Context: an optimization exercise on an open-source flow, tuned for small area, a short achievable clock period and few clock cycles per item. The choices shown serve that exercise and are no tape-out recipe. The RTL was checked by simulation tests, not by an equivalence proof against the original design.

==> trial 79 <==
==> flow/design.v (excerpt) <==
module fir_f64 (
    input  wire        clk,
    input  wire        rst,         
    input  wire        in_valid,
    output reg         in_ready,
    input  wire [1:0]  in_op,       
    input  wire [2:0]  in_idx,      
    input  wire [63:0] in_data,     
    output reg         out_valid,
    output reg  [63:0] out_y
);
    localparam OP_UPDATE = 2'd0;
    localparam OP_CLEAR  = 2'd1;
    localparam OP_LOAD   = 2'd2;
    localparam OP_SETN   = 2'd3;
    reg        cv;
    reg [1:0]  cop;
    reg [2:0]  cidx;
    reg [63:0] cdata;
    reg        uv;                  
    reg [64:0] ur;
    reg        busy;                
    reg [3:0]  ph;                  
    reg        two;                 
    reg [2:0]  nm1;                 
    wire [64:0] xn;                 
    fp64_norm u_norm (.x(cdata), .y(xn));
    wire accept   = in_valid & in_ready & ~rst;
    wire isupd    = (cop == OP_UPDATE);
    wire free     = ~busy | (ph == 4'd15);
    wire start2   = free & uv & cv & isupd;
    wire start1   = free & uv & ~(cv & isupd);
    wire start    = start2 | start1;
    wire c_to_u   = cv & isupd & ~uv;
    wire cons_oth = cv & ~isupd & ~uv & free;
    wire cons     = start2 | c_to_u | cons_oth;
    wire       busy_n  = start | (busy & (ph != 4'd15));
    wire [3:0] ph_n    = start ? 4'd0 : busy ? ph + 4'd1 : 4'd0;
    wire       uv_n    = start ? 1'b0 : (c_to_u | uv);
    wire       cv_n    = accept | (cv & ~cons);
    wire       isupd_n = accept ? (in_op == OP_UPDATE) : isupd;
    wire       free_n  = ~busy_n | (ph_n == 4'd15);
    wire       rdy_n   = ~cv_n | (isupd_n ? (~uv_n | free_n) : (~uv_n & free_n));
    always @(posedge clk) begin
        if (rst) begin
            cv       <= 1'b0;
            uv       <= 1'b0;
            in_ready <= 1'b1;
            busy     <= 1'b0;
            ph       <= 4'd0;
            two      <= 1'b0;
            nm1      <= 3'd0;
        end else begin
            cv       <= cv_n;
            uv       <= uv_n;
            in_ready <= rdy_n;
            busy     <= busy_n;
  ...
make LEC_CHECK=0 ABC_AREA=1 CAP_MARGIN=30 CORE_MARGIN=2 CORE_UTILIZATION=45 PLACE_DENSITY=0.6 SLEW_MARGIN=40 finish   # period 52.0 ns
run.sh (not shown) runs the stock make flow with config.mk's settings and CLKGATE_MAP_FILE= SYNTH_SCRIPT=/design/flow/synth_recipe.tcl, a recipe that flattens the netlist after the stock synthesis.
==> build 40 (differences from trial 79) <==
--- a/flow/design.v
+++ b/flow/design.v
@@ -47,20 +47,22 @@
     always @(*)
         for (i = 0; i < 55; i = i + 1)
             msk[i] = (i < sh);
     wire        lost = |(n & msk);
     wire [52:0] m  = ns[54:2];
     wire        g  = ns[1];
     wire        st = ns[0] | lost;
     wire        rnd = g & (st | m[0]);
-    wire [53:0] mr = {1'b0, m} + {53'd0, rnd};
+    wire [53:0] mr;
+    fp64_inc53 u_inc (.m(m), .c(rnd), .y(mr));
     wire [10:0] eb = sub ? 11'd1 : e[10:0];
     assign so = sy;
-    assign eo = zy ? 11'd1 : eb + {10'd0, mr[53]};
+    wire [10:0] eb1 = sub ? 11'd2 : e[10:0] + 11'd1;
+    assign eo = zy ? 11'd1 : mr[53] ? eb1 : eb;
     assign mo = zy ? 53'd0 : (mr[53] ? {1'b1, 52'd0} : mr[52:0]);
 endmodule
 module fp64_mul_tree (
     input  wire [52:0]  ma,
     input  wire [52:0]  mb,
     output wire [105:0] x,
     output wire [105:0] y
 );
@@ -2949,38 +2951,59 @@
     input  wire        sb,
     input  wire [10:0] eb,
     input  wire [52:0] mb,
     output wire [56:0] s,           
     output wire [10:0] ex,          
     output wire        sx,          
     output wire        sz           
 );
-    wire        swap = {eb, mb} > {ea, ma};
     wire [11:0] dab = {1'b0, ea} - {1'b0, eb};
     wire [11:0] dba = {1'b0, eb} - {1'b0, ea};
-    wire [10:0] d  = swap ? dba[10:0] : dab[10:0];
-    assign sx = swap ? sb : sa;
-    assign ex = swap ? eb : ea;
-    assign sz = sa & sb;
-    wire [52:0] mx = swap ? mb : ma;
-    wire [52:0] mz = swap ? ma : mb;
+    wire        ge = ~dab[11];
+    wire        eq = (ea == eb);
+    wire [10:0] d  = ge ? dab[10:0] : dba[10:0];
     wire        sub = sa ^ sb;
+    wire [52:0] mx = ge ? ma : mb;
+    wire [52:0] mz = ge ? mb : ma;
+    assign ex = ge ? ea : eb;
+    assign sz = sa & sb;
+    wire [53:0] dm1 = {1'b0, ma} - {1'b0, mb};
+    wire [53:0] dm2 = {1'b0, mb} - {1'b0, ma};
+    wire        blt = dm1[53];                           
+    wire        eqsub = eq & sub;
+    assign sx = eq ? (blt ? sb : sa) : (ge ? sa : sb);
     wire [5:0]  dc = (|d[10:6]) ? 6'd63 : d[5:0];
     wire [55:0] zx = {mz, 3'b000};
     wire [55:0] zs = zx >> dc;
     reg  [55:0] msk;
     integer i;
     always @(*)
         for (i = 0; i < 56; i = i + 1)
             msk[i] = (i < dc);
     wire        lost = |(zx & msk);
     wire [55:0] ax = {mx, 3'b000};
     wire [55:0] az = {zs[55:1], zs[0] | lost};
-    assign s = sub ? ({1'b0, ax} - {1'b0, az}) : ({1'b0, ax} + {1'b0, az});
+    wire [56:0] sa_ = {1'b0, ax};
+    wire [56:0] sb_ = sub ? ~{1'b0, az} : {1'b0, az};
+    wire [15:0] s0  = {1'b0, sa_[14:0]} + {1'b0, sb_[14:0]} + {15'd0, sub};
+    wire [14:0] s10 = {1'b0, sa_[28:15]} + {1'b0, sb_[28:15]};
+    wire [14:0] s11 = {1'b0, sa_[28:15]} + {1'b0, sb_[28:15]} + 15'd1;
+    wire [14:0] s20 = {1'b0, sa_[42:29]} + {1'b0, sb_[42:29]};
+    wire [14:0] s21 = {1'b0, sa_[42:29]} + {1'b0, sb_[42:29]} + 15'd1;
+    wire [13:0] s30 = sa_[56:43] + sb_[56:43];
+    wire [13:0] s31 = sa_[56:43] + sb_[56:43] + 14'd1;
+    wire        c1 = s0[15];
+    wire [14:0] s1 = c1 ? s11 : s10;
+    wire        c2 = s1[14];
+    wire [14:0] s2 = c2 ? s21 : s20;
+    wire        c3 = s2[14];
+    wire [13:0] s3 = c3 ? s31 : s30;
+    wire [56:0] sm = {s3, s2[13:0], s1[13:0], s0[14:0]};
+    assign s = eqsub ? {1'b0, (blt ? dm2[52:0] : dm1[52:0]), 3'b000} : sm;
 endmodule
 module fp64_add_s2 (
     input  wire [56:0] s,
     input  wire [10:0] ex,
     input  wire        sx,
     input  wire        sz,
     output wire        sy,
     output wire [10:0] ey,
@@ -2993,27 +3016,39 @@
         for (i = 0; i < 56; i = i + 1)
             if (s[i]) lz = 6'd55 - i[5:0];
     end
     wire [10:0] em1 = ex - 11'd1;
     wire        lim = {5'd0, lz} > em1;
     wire [5:0]  lsh = lim ? em1[5:0] : lz;
     wire [55:0] nl = s[55:0] << lsh;
     wire [55:0] n  = s[56] ? {s[56:2], s[1] | s[0]} : nl;
-    wire [10:0] en = s[56] ? ex + 11'd1 : ex - {5'd0, lsh};
+    wire [10:0] en  = s[56] ? ex + 11'd1 : ex - {5'd0, lsh};
+    wire [10:0] en1 = s[56] ? ex + 11'd2 : ex - {5'd0, lsh} + 11'd1;
     wire [52:0] m  = n[55:3];
     wire        g  = n[2];
     wire        st = n[1] | n[0];
     wire        rnd = g & (st | m[0]);
-    wire [53:0] mr = {1'b0, m} + {53'd0, rnd};
+    wire [53:0] mr;
+    fp64_inc53 u_inc (.m(m), .c(rnd), .y(mr));
     wire        zero = (s == 57'd0);
     assign sy = zero ? sz : sx;
-    assign ey = zero ? 11'd1 : en + {10'd0, mr[53]};
+    assign ey = zero ? 11'd1 : mr[53] ? en1 : en;
     assign my = mr[53] ? {1'b1, 52'd0} : mr[52:0];
 endmodule
+module fp64_inc53 (
+    input  wire [52:0] m,
+    input  wire        c,
+    output wire [53:0] y
+);
+    wire [26:0] lo = {1'b0, m[25:0]} + {26'd0, c};
+    wire [27:0] hi0 = {1'b0, m[52:26]};
+    wire [27:0] hi1 = {1'b0, m[52:26]} + 28'd1;
+    assign y = {lo[26] ? hi1 : hi0, lo[25:0]};
+endmodule
 module fir_f64 (
     input  wire        clk,
     input  wire        rst,         
     input  wire        in_valid,
     output reg         in_ready,
     input  wire [1:0]  in_op,       
     input  wire [2:0]  in_idx,      
     input  wire [63:0] in_data,     
@@ -3047,79 +3082,80 @@
     wire cons     = start2 | c_to_u | cons_oth;
     wire       busy_n  = start | (busy & (ph != 4'd15));
     wire [3:0] ph_n    = start ? 4'd0 : busy ? ph + 4'd1 : 4'd0;
     wire       uv_n    = start ? 1'b0 : (c_to_u | uv);
     wire       cv_n    = accept | (cv & ~cons);
     wire       isupd_n = accept ? (in_op == OP_UPDATE) : isupd;
     wire       free_n  = ~busy_n | (ph_n == 4'd15);
     wire       rdy_n   = ~cv_n | (isupd_n ? (~uv_n | free_n) : (~uv_n & free_n));
+    reg rst_q;
     always @(posedge clk) begin
-        if (rst) begin
+        rst_q <= rst;
+        in_ready <= rst ? 1'b0 : rst_q ? 1'b1 : rdy_n;
+        if (rst_q) begin
             cv       <= 1'b0;
             uv       <= 1'b0;
-            in_ready <= 1'b1;
             busy     <= 1'b0;
             ph       <= 4'd0;
             two      <= 1'b0;
             nm1      <= 3'd0;
         end else begin
             cv       <= cv_n;
             uv       <= uv_n;
-            in_ready <= rdy_n;
             busy     <= busy_n;
             ph       <= ph_n;
             if (start)
                 two <= start2;
             if (cons_oth && cop == OP_SETN)
                 nm1 <= cidx;
         end
-        if (in_ready) begin
+        if (~cv | cons) begin
             cop   <= in_op;
             cidx  <= in_idx;
             cdata <= in_data;
         end
         if (c_to_u)
             ur <= xn;
     end
     reg [64:0] tr [0:7];
     reg [7:0]  tv;
     reg [64:0] br [0:8];
     reg [8:0]  bv;
     wire       rot_in = busy & ph[0] & (ph != 4'd15);    
     wire       trot   = rot_in | start;
     wire       hrot   = rot_in | start1;
     wire       ld     = cons_oth & (cop == OP_LOAD);
     wire [2:0] tdst   = cidx + 3'd1;                     
-    wire       clr    = rst | (cons_oth & ((cop == OP_CLEAR) | (cop == OP_SETN)));
+    wire       clr    = rst_q | (cons_oth & ((cop == OP_CLEAR) | (cop == OP_SETN)));
     integer i;
     always @(posedge clk) begin
         for (i = 0; i < 8; i = i + 1) begin
             if (ld && tdst == i[2:0]) begin
                 tr[i] <= xn;
-                tv[i] <= ~rst;
+                tv[i] <= ~rst_q;
             end else if (trot) begin
                 tr[i] <= tr[(i + 1) % 8];
-                tv[i] <= tv[(i + 1) % 8] & ~rst;
+                tv[i] <= tv[(i + 1) % 8] & ~rst_q;
             end else begin
-                tv[i] <= tv[i] & ~rst;
+                tv[i] <= tv[i] & ~rst_q;
             end
         end
         if (start2) begin
             br[0] <= xn;
-            bv[0] <= ~rst;
+            bv[0] <= ~rst_q;
             br[1] <= ur;
-            bv[1] <= ~rst;
+            bv[1] <= ~rst_q;
             for (i = 2; i < 9; i = i + 1)
-                bv[i] <= bv[i] & ~rst;
+                bv[i] <= bv[i] & ~rst_q;
         end else begin
             for (i = 0; i < 9; i = i + 1) begin
                 if (i == 0 && start1) begin
                     br[0] <= ur;
-                    bv[0] <= ~rst;
+                    bv[0] <= ~rst_q;
                 end else if (hrot) begin
                     br[i] <= br[(i + 1) % 9];
                     bv[i] <= bv[(i + 1) % 9] & ~clr;
                 end else begin
                     bv[i] <= bv[i] & ~clr;
                 end
             end
         end
@@ -3145,55 +3181,53 @@
     fp64_mul_s2 u_mul2 (.ey(a_e), .px(a_x), .py(a_y), .n(s2_n), .e(s2_e));
     reg          b_v, b_f, b_l, b_s, b_z;
     reg  [13:0]  b_e;
     reg  [54:0]  b_n;
     wire         s3_s;
     wire [10:0]  s3_e;
     wire [52:0]  s3_m;
     fp64_mul_s3 u_mul3 (.sy(b_s), .zy(b_z), .e(b_e), .n(b_n), .so(s3_s), .eo(s3_e), .mo(s3_m));
-    reg          c_v, c_f, c_l, c_s;
+    reg          c_v, c_l, c_s;
     reg  [10:0]  c_e;
     reg  [52:0]  c_m;
-    reg          r_v, r_l, r_s;
+    reg          r_s;
     reg  [10:0]  r_e;
     reg  [52:0]  r_m;
     wire [56:0]  x1_s;
     wire [10:0]  x1_e;
     wire         x1_sx, x1_sz;
     fp64_add_s1 u_add1 (
-        .sa(c_f | r_s), .ea(c_f ? 11'd1 : r_e), .ma(c_f ? 53'd0 : r_m),
+        .sa(r_s), .ea(r_e), .ma(r_m),
         .sb(c_s), .eb(c_e), .mb(c_m),
         .s(x1_s), .ex(x1_e), .sx(x1_sx), .sz(x1_sz));
     reg          d_v, d_l, d_sx, d_sz;
     reg  [56:0]  d_s;
     reg  [10:0]  d_e;
     wire         x2_s;
     wire [10:0]  x2_e;
     wire [52:0]  x2_m;
     fp64_add_s2 u_add2 (.s(d_s), .ex(d_e), .sx(d_sx), .sz(d_sz), .sy(x2_s), .ey(x2_e), .my(x2_m));
     always @(posedge clk) begin
         a_f <= (k == 3'd0); a_l <= (k == nm1);
         a_s <= s1_s; a_z <= s1_z; a_e <= s1_e; a_x <= s1_x; a_y <= s1_y;
         b_f <= a_f; b_l <= a_l;
         b_s <= a_s; b_z <= a_z; b_e <= s2_e; b_n <= s2_n;
-        c_f <= b_f; c_l <= b_l;
+        c_l <= b_l;
         c_s <= s3_s; c_e <= s3_e; c_m <= s3_m;
         d_l <= c_l;
         d_s <= x1_s; d_e <= x1_e; d_sx <= x1_sx; d_sz <= x1_sz;
-        r_l <= d_l;
-        r_s <= x2_s; r_e <= x2_e; r_m <= x2_m;
-        out_y <= {r_s, r_m[52] ? r_e : 11'd0, r_m[51:0]};
-        if (rst) begin
-            a_v <= 1'b0; b_v <= 1'b0; c_v <= 1'b0; d_v <= 1'b0; r_v <= 1'b0;
-            out_valid <= 1'b0;
+        r_s <= b_f | x2_s; r_e <= b_f ? 11'd1 : x2_e; r_m <= b_f ? 53'd0 : x2_m;
+        out_y <= {x2_s, x2_m[52] ? x2_e : 11'd0, x2_m[51:0]};
+        if (rst_q) begin
+            a_v <= 1'b0; b_v <= 1'b0; c_v <= 1'b0; d_v <= 1'b0;
         end else begin
-            a_v <= use_k; b_v <= a_v; c_v <= b_v; d_v <= c_v; r_v <= d_v;
-            out_valid <= r_v & r_l;
+            a_v <= use_k; b_v <= a_v; c_v <= b_v; d_v <= c_v;
         end
+        out_valid <= d_v & d_l & ~rst & ~rst_q;
     end
 endmodule
 module fp64_norm (
     input  wire [63:0] x,
     output wire [64:0] y
 );
     wire [10:0] e = x[62:52];
     wire [51:0] f = x[51:0];
CAP_MARGIN = 20   (was 30)
SLEW_MARGIN = 20   (was 40)
==> build 66 (differences from trial 79) <==
--- a/flow/design.v
+++ b/flow/design.v
@@ -47,20 +47,22 @@
     always @(*)
         for (i = 0; i < 55; i = i + 1)
             msk[i] = (i < sh);
     wire        lost = |(n & msk);
     wire [52:0] m  = ns[54:2];
     wire        g  = ns[1];
     wire        st = ns[0] | lost;
     wire        rnd = g & (st | m[0]);
-    wire [53:0] mr = {1'b0, m} + {53'd0, rnd};
+    wire [53:0] mr;
+    fp64_inc53 u_inc (.m(m), .c(rnd), .y(mr));
     wire [10:0] eb = sub ? 11'd1 : e[10:0];
     assign so = sy;
-    assign eo = zy ? 11'd1 : eb + {10'd0, mr[53]};
+    wire [10:0] eb1 = sub ? 11'd2 : e[10:0] + 11'd1;
+    assign eo = zy ? 11'd1 : mr[53] ? eb1 : eb;
     assign mo = zy ? 53'd0 : (mr[53] ? {1'b1, 52'd0} : mr[52:0]);
 endmodule
 module fp64_mul_tree (
     input  wire [52:0]  ma,
     input  wire [52:0]  mb,
     output wire [105:0] x,
     output wire [105:0] y
 );
@@ -2949,38 +2951,59 @@
     input  wire        sb,
     input  wire [10:0] eb,
     input  wire [52:0] mb,
     output wire [56:0] s,           
     output wire [10:0] ex,          
     output wire        sx,          
     output wire        sz           
 );
-    wire        swap = {eb, mb} > {ea, ma};
     wire [11:0] dab = {1'b0, ea} - {1'b0, eb};
     wire [11:0] dba = {1'b0, eb} - {1'b0, ea};
-    wire [10:0] d  = swap ? dba[10:0] : dab[10:0];
-    assign sx = swap ? sb : sa;
-    assign ex = swap ? eb : ea;
-    assign sz = sa & sb;
-    wire [52:0] mx = swap ? mb : ma;
-    wire [52:0] mz = swap ? ma : mb;
+    wire        ge = ~dab[11];
+    wire        eq = (ea == eb);
+    wire [10:0] d  = ge ? dab[10:0] : dba[10:0];
     wire        sub = sa ^ sb;
+    wire [52:0] mx = ge ? ma : mb;
+    wire [52:0] mz = ge ? mb : ma;
+    assign ex = ge ? ea : eb;
+    assign sz = sa & sb;
+    wire [53:0] dm1 = {1'b0, ma} - {1'b0, mb};
+    wire [53:0] dm2 = {1'b0, mb} - {1'b0, ma};
+    wire        blt = dm1[53];                           
+    wire        eqsub = eq & sub;
+    assign sx = eq ? (blt ? sb : sa) : (ge ? sa : sb);
     wire [5:0]  dc = (|d[10:6]) ? 6'd63 : d[5:0];
     wire [55:0] zx = {mz, 3'b000};
     wire [55:0] zs = zx >> dc;
     reg  [55:0] msk;
     integer i;
     always @(*)
         for (i = 0; i < 56; i = i + 1)
             msk[i] = (i < dc);
     wire        lost = |(zx & msk);
     wire [55:0] ax = {mx, 3'b000};
     wire [55:0] az = {zs[55:1], zs[0] | lost};
-    assign s = sub ? ({1'b0, ax} - {1'b0, az}) : ({1'b0, ax} + {1'b0, az});
+    wire [56:0] sa_ = {1'b0, ax};
+    wire [56:0] sb_ = sub ? ~{1'b0, az} : {1'b0, az};
+    wire [15:0] s0  = {1'b0, sa_[14:0]} + {1'b0, sb_[14:0]} + {15'd0, sub};
+    wire [14:0] s10 = {1'b0, sa_[28:15]} + {1'b0, sb_[28:15]};
+    wire [14:0] s11 = {1'b0, sa_[28:15]} + {1'b0, sb_[28:15]} + 15'd1;
+    wire [14:0] s20 = {1'b0, sa_[42:29]} + {1'b0, sb_[42:29]};
+    wire [14:0] s21 = {1'b0, sa_[42:29]} + {1'b0, sb_[42:29]} + 15'd1;
+    wire [13:0] s30 = sa_[56:43] + sb_[56:43];
+    wire [13:0] s31 = sa_[56:43] + sb_[56:43] + 14'd1;
+    wire        c1 = s0[15];
+    wire [14:0] s1 = c1 ? s11 : s10;
+    wire        c2 = s1[14];
+    wire [14:0] s2 = c2 ? s21 : s20;
+    wire        c3 = s2[14];
+    wire [13:0] s3 = c3 ? s31 : s30;
+    wire [56:0] sm = {s3, s2[13:0], s1[13:0], s0[14:0]};
+    assign s = eqsub ? {1'b0, (blt ? dm2[52:0] : dm1[52:0]), 3'b000} : sm;
 endmodule
 module fp64_add_s2 (
     input  wire [56:0] s,
     input  wire [10:0] ex,
     input  wire        sx,
     input  wire        sz,
     output wire        sy,
     output wire [10:0] ey,
@@ -2993,27 +3016,39 @@
         for (i = 0; i < 56; i = i + 1)
             if (s[i]) lz = 6'd55 - i[5:0];
     end
     wire [10:0] em1 = ex - 11'd1;
     wire        lim = {5'd0, lz} > em1;
     wire [5:0]  lsh = lim ? em1[5:0] : lz;
     wire [55:0] nl = s[55:0] << lsh;
     wire [55:0] n  = s[56] ? {s[56:2], s[1] | s[0]} : nl;
-    wire [10:0] en = s[56] ? ex + 11'd1 : ex - {5'd0, lsh};
+    wire [10:0] en  = s[56] ? ex + 11'd1 : ex - {5'd0, lsh};
+    wire [10:0] en1 = s[56] ? ex + 11'd2 : ex - {5'd0, lsh} + 11'd1;
     wire [52:0] m  = n[55:3];
     wire        g  = n[2];
     wire        st = n[1] | n[0];
     wire        rnd = g & (st | m[0]);
-    wire [53:0] mr = {1'b0, m} + {53'd0, rnd};
+    wire [53:0] mr;
+    fp64_inc53 u_inc (.m(m), .c(rnd), .y(mr));
     wire        zero = (s == 57'd0);
     assign sy = zero ? sz : sx;
-    assign ey = zero ? 11'd1 : en + {10'd0, mr[53]};
+    assign ey = zero ? 11'd1 : mr[53] ? en1 : en;
     assign my = mr[53] ? {1'b1, 52'd0} : mr[52:0];
 endmodule
+module fp64_inc53 (
+    input  wire [52:0] m,
+    input  wire        c,
+    output wire [53:0] y
+);
+    wire [26:0] lo = {1'b0, m[25:0]} + {26'd0, c};
+    wire [27:0] hi0 = {1'b0, m[52:26]};
+    wire [27:0] hi1 = {1'b0, m[52:26]} + 28'd1;
+    assign y = {lo[26] ? hi1 : hi0, lo[25:0]};
+endmodule
 module fir_f64 (
     input  wire        clk,
     input  wire        rst,         
     input  wire        in_valid,
     output reg         in_ready,
     input  wire [1:0]  in_op,       
     input  wire [2:0]  in_idx,      
     input  wire [63:0] in_data,     
@@ -3047,29 +3082,30 @@
     wire cons     = start2 | c_to_u | cons_oth;
     wire       busy_n  = start | (busy & (ph != 4'd15));
     wire [3:0] ph_n    = start ? 4'd0 : busy ? ph + 4'd1 : 4'd0;
     wire       uv_n    = start ? 1'b0 : (c_to_u | uv);
     wire       cv_n    = accept | (cv & ~cons);
     wire       isupd_n = accept ? (in_op == OP_UPDATE) : isupd;
     wire       free_n  = ~busy_n | (ph_n == 4'd15);
     wire       rdy_n   = ~cv_n | (isupd_n ? (~uv_n | free_n) : (~uv_n & free_n));
+    reg rst_q;
     always @(posedge clk) begin
-        if (rst) begin
+        rst_q <= rst;
+        in_ready <= rst ? 1'b0 : rst_q ? 1'b1 : rdy_n;
+        if (rst_q) begin
             cv       <= 1'b0;
             uv       <= 1'b0;
-            in_ready <= 1'b1;
             busy     <= 1'b0;
             ph       <= 4'd0;
             two      <= 1'b0;
             nm1      <= 3'd0;
         end else begin
             cv       <= cv_n;
             uv       <= uv_n;
-            in_ready <= rdy_n;
             busy     <= busy_n;
             ph       <= ph_n;
             if (start)
                 two <= start2;
             if (cons_oth && cop == OP_SETN)
                 nm1 <= cidx;
         end
         if (in_ready) begin
@@ -3084,42 +3120,42 @@
     reg [7:0]  tv;
     reg [64:0] br [0:8];
     reg [8:0]  bv;
     wire       rot_in = busy & ph[0] & (ph != 4'd15);    
     wire       trot   = rot_in | start;
     wire       hrot   = rot_in | start1;
     wire       ld     = cons_oth & (cop == OP_LOAD);
     wire [2:0] tdst   = cidx + 3'd1;                     
-    wire       clr    = rst | (cons_oth & ((cop == OP_CLEAR) | (cop == OP_SETN)));
+    wire       clr    = rst_q | (cons_oth & ((cop == OP_CLEAR) | (cop == OP_SETN)));
     integer i;
     always @(posedge clk) begin
         for (i = 0; i < 8; i = i + 1) begin
             if (ld && tdst == i[2:0]) begin
                 tr[i] <= xn;
-                tv[i] <= ~rst;
+                tv[i] <= ~rst_q;
             end else if (trot) begin
                 tr[i] <= tr[(i + 1) % 8];
-                tv[i] <= tv[(i + 1) % 8] & ~rst;
+                tv[i] <= tv[(i + 1) % 8] & ~rst_q;
             end else begin
-                tv[i] <= tv[i] & ~rst;
+                tv[i] <= tv[i] & ~rst_q;
             end
         end
         if (start2) begin
             br[0] <= xn;
-            bv[0] <= ~rst;
+            bv[0] <= ~rst_q;
             br[1] <= ur;
-            bv[1] <= ~rst;
+            bv[1] <= ~rst_q;
             for (i = 2; i < 9; i = i + 1)
-                bv[i] <= bv[i] & ~rst;
+                bv[i] <= bv[i] & ~rst_q;
         end else begin
             for (i = 0; i < 9; i = i + 1) begin
                 if (i == 0 && start1) begin
                     br[0] <= ur;
-                    bv[0] <= ~rst;
+                    bv[0] <= ~rst_q;
                 end else if (hrot) begin
                     br[i] <= br[(i + 1) % 9];
                     bv[i] <= bv[(i + 1) % 9] & ~clr;
                 end else begin
                     bv[i] <= bv[i] & ~clr;
                 end
             end
         end
@@ -3145,55 +3181,53 @@
     fp64_mul_s2 u_mul2 (.ey(a_e), .px(a_x), .py(a_y), .n(s2_n), .e(s2_e));
     reg          b_v, b_f, b_l, b_s, b_z;
     reg  [13:0]  b_e;
     reg  [54:0]  b_n;
     wire         s3_s;
     wire [10:0]  s3_e;
     wire [52:0]  s3_m;
     fp64_mul_s3 u_mul3 (.sy(b_s), .zy(b_z), .e(b_e), .n(b_n), .so(s3_s), .eo(s3_e), .mo(s3_m));
-    reg          c_v, c_f, c_l, c_s;
+    reg          c_v, c_l, c_s;
     reg  [10:0]  c_e;
     reg  [52:0]  c_m;
-    reg          r_v, r_l, r_s;
+    reg          r_s;
     reg  [10:0]  r_e;
     reg  [52:0]  r_m;
     wire [56:0]  x1_s;
     wire [10:0]  x1_e;
     wire         x1_sx, x1_sz;
     fp64_add_s1 u_add1 (
-        .sa(c_f | r_s), .ea(c_f ? 11'd1 : r_e), .ma(c_f ? 53'd0 : r_m),
+        .sa(r_s), .ea(r_e), .ma(r_m),
         .sb(c_s), .eb(c_e), .mb(c_m),
         .s(x1_s), .ex(x1_e), .sx(x1_sx), .sz(x1_sz));
     reg          d_v, d_l, d_sx, d_sz;
     reg  [56:0]  d_s;
     reg  [10:0]  d_e;
     wire         x2_s;
     wire [10:0]  x2_e;
     wire [52:0]  x2_m;
     fp64_add_s2 u_add2 (.s(d_s), .ex(d_e), .sx(d_sx), .sz(d_sz), .sy(x2_s), .ey(x2_e), .my(x2_m));
     always @(posedge clk) begin
         a_f <= (k == 3'd0); a_l <= (k == nm1);
         a_s <= s1_s; a_z <= s1_z; a_e <= s1_e; a_x <= s1_x; a_y <= s1_y;
         b_f <= a_f; b_l <= a_l;
         b_s <= a_s; b_z <= a_z; b_e <= s2_e; b_n <= s2_n;
-        c_f <= b_f; c_l <= b_l;
+        c_l <= b_l;
         c_s <= s3_s; c_e <= s3_e; c_m <= s3_m;
         d_l <= c_l;
         d_s <= x1_s; d_e <= x1_e; d_sx <= x1_sx; d_sz <= x1_sz;
-        r_l <= d_l;
-        r_s <= x2_s; r_e <= x2_e; r_m <= x2_m;
-        out_y <= {r_s, r_m[52] ? r_e : 11'd0, r_m[51:0]};
-        if (rst) begin
-            a_v <= 1'b0; b_v <= 1'b0; c_v <= 1'b0; d_v <= 1'b0; r_v <= 1'b0;
-            out_valid <= 1'b0;
+        r_s <= b_f | x2_s; r_e <= b_f ? 11'd1 : x2_e; r_m <= b_f ? 53'd0 : x2_m;
+        out_y <= {x2_s, x2_m[52] ? x2_e : 11'd0, x2_m[51:0]};
+        if (rst_q) begin
+            a_v <= 1'b0; b_v <= 1'b0; c_v <= 1'b0; d_v <= 1'b0;
         end else begin
-            a_v <= use_k; b_v <= a_v; c_v <= b_v; d_v <= c_v; r_v <= d_v;
-            out_valid <= r_v & r_l;
+            a_v <= use_k; b_v <= a_v; c_v <= b_v; d_v <= c_v;
         end
+        out_valid <= d_v & d_l & ~rst & ~rst_q;
     end
 endmodule
 module fp64_norm (
     input  wire [63:0] x,
     output wire [64:0] y
 );
     wire [10:0] e = x[62:52];
     wire [51:0] f = x[51:0];
==> comparison <==
- In build 40 the flip-flop and latch count is lower than in trial 79, by 2.
- Against build 66, the first-iteration DRC count of trial 79 is smaller by about 5.3%.
- Worst setup slack: build 40 > build 66 > trial 79.
- Between build 66 and trial 79, the lower cell count is in trial 79 (gap about 4%, measured against trial 79).
- Against build 40, the count of clock-buffer cells in the layout of build 66 is higher by 4.
- The lowest hold slack belongs to build 40, the highest to build 66.
- The lowest routed wire length belongs to trial 79, the highest to build 66.
==> figures <==
Top-area cell type share of the netlist area: trial 79 24.6%; build 40 23.9%; build 66 24.0%
Sum of routed wire length over all layers: trial 79 619000 um; build 40 628000 um; build 66 634000 um
Count of inserted tapcells: trial 79 4407; build 40 4557; build 66 4557
Post-placement worst setup slack: trial 79 38.75 ns; build 40 40.37 ns; build 66 40.38 ns
Post-synthesis average cell area: trial 79 8.60 um2; build 40 8.52 um2; build 66 8.49 um2
Vias: trial 79 133000; build 40 138000; build 66 138000
Transition time of the tightest slew-check pin: trial 79 1.03 ns; build 40 1.36 ns; build 66 1.01 ns
Met3 layer wire length in the routed design: trial 79 75000 um; build 40 75800 um; build 66 74800 um
Share of the core filled with cells in the final layout: trial 79 49.2%; build 40 49.0%; build 66 49.2%
DIE HEIGHT: trial 79 584 um; build 40 592 um; build 66 591 um
Multi-input combinational cell area: trial 79 0.0907 mm2; build 40 0.0942 mm2; build 66 0.0940 mm2
Run status: trial 79 complete, no violations; build 40 complete, no violations; build 66 complete, no violations
Final Skew: trial 79 0.135 ns; build 40 0.121 ns; build 66 0.104 ns
Die boundary width: trial 79 584 um; build 40 592 um; build 66 591 um
WP depth: trial 79 69; build 40 1; build 66 1
Placed standard-cell area: trial 79 0.158 mm2; build 40 0.161 mm2; build 66 0.161 mm2
Testbench counts of trial 79, summed over its fixed seeds: cycles 13,024, items 1,600.
Testbench counts of build 40, summed over its fixed seeds: cycles 13,024, items 1,600.
Testbench counts of build 66, summed over its fixed seeds: cycles 13,024, items 1,600.

-- afterwards: timing with drivers on the ports --
No port has a modelled driver above. Below, the same layouts with a new extraction and two added sets of constraints. Step 1 (the two cells are an assumption about what drives the block):
set clk [get_ports {clk}]
set_driving_cell -lib_cell sky130_fd_sc_hd__clkbuf_16 $clk
set_driving_cell -lib_cell sky130_fd_sc_hd__buf_2 [delete_from_list [all_inputs] $clk]
Step 2 moves the port delays by t, midway between the first and last clock arrival at a register: inputs arrive t later, outputs are due t later. That takes back most of the time a late clock gives input paths. Three values: ideal, step 1, step 2; two values: the first two.
run	t, ns	slack for setup (ns)	worst hold slack (ns)	worst setup path at the end	worst slew at a driven data input, ns
trial 79	1.055	38.487 / 38.487 / 38.487	0.325 / 0.325 / 0.325	register to register	0.05
build 40	1.020	39.773 / 39.670 / 40.380	0.325 / 0.325 / 0.325	input to register	0.04
build 66	1.029	39.632 / 39.529 / 40.394	0.326 / 0.326 / 0.326	input to register	0.04
After both steps every run listed still meets setup and hold.
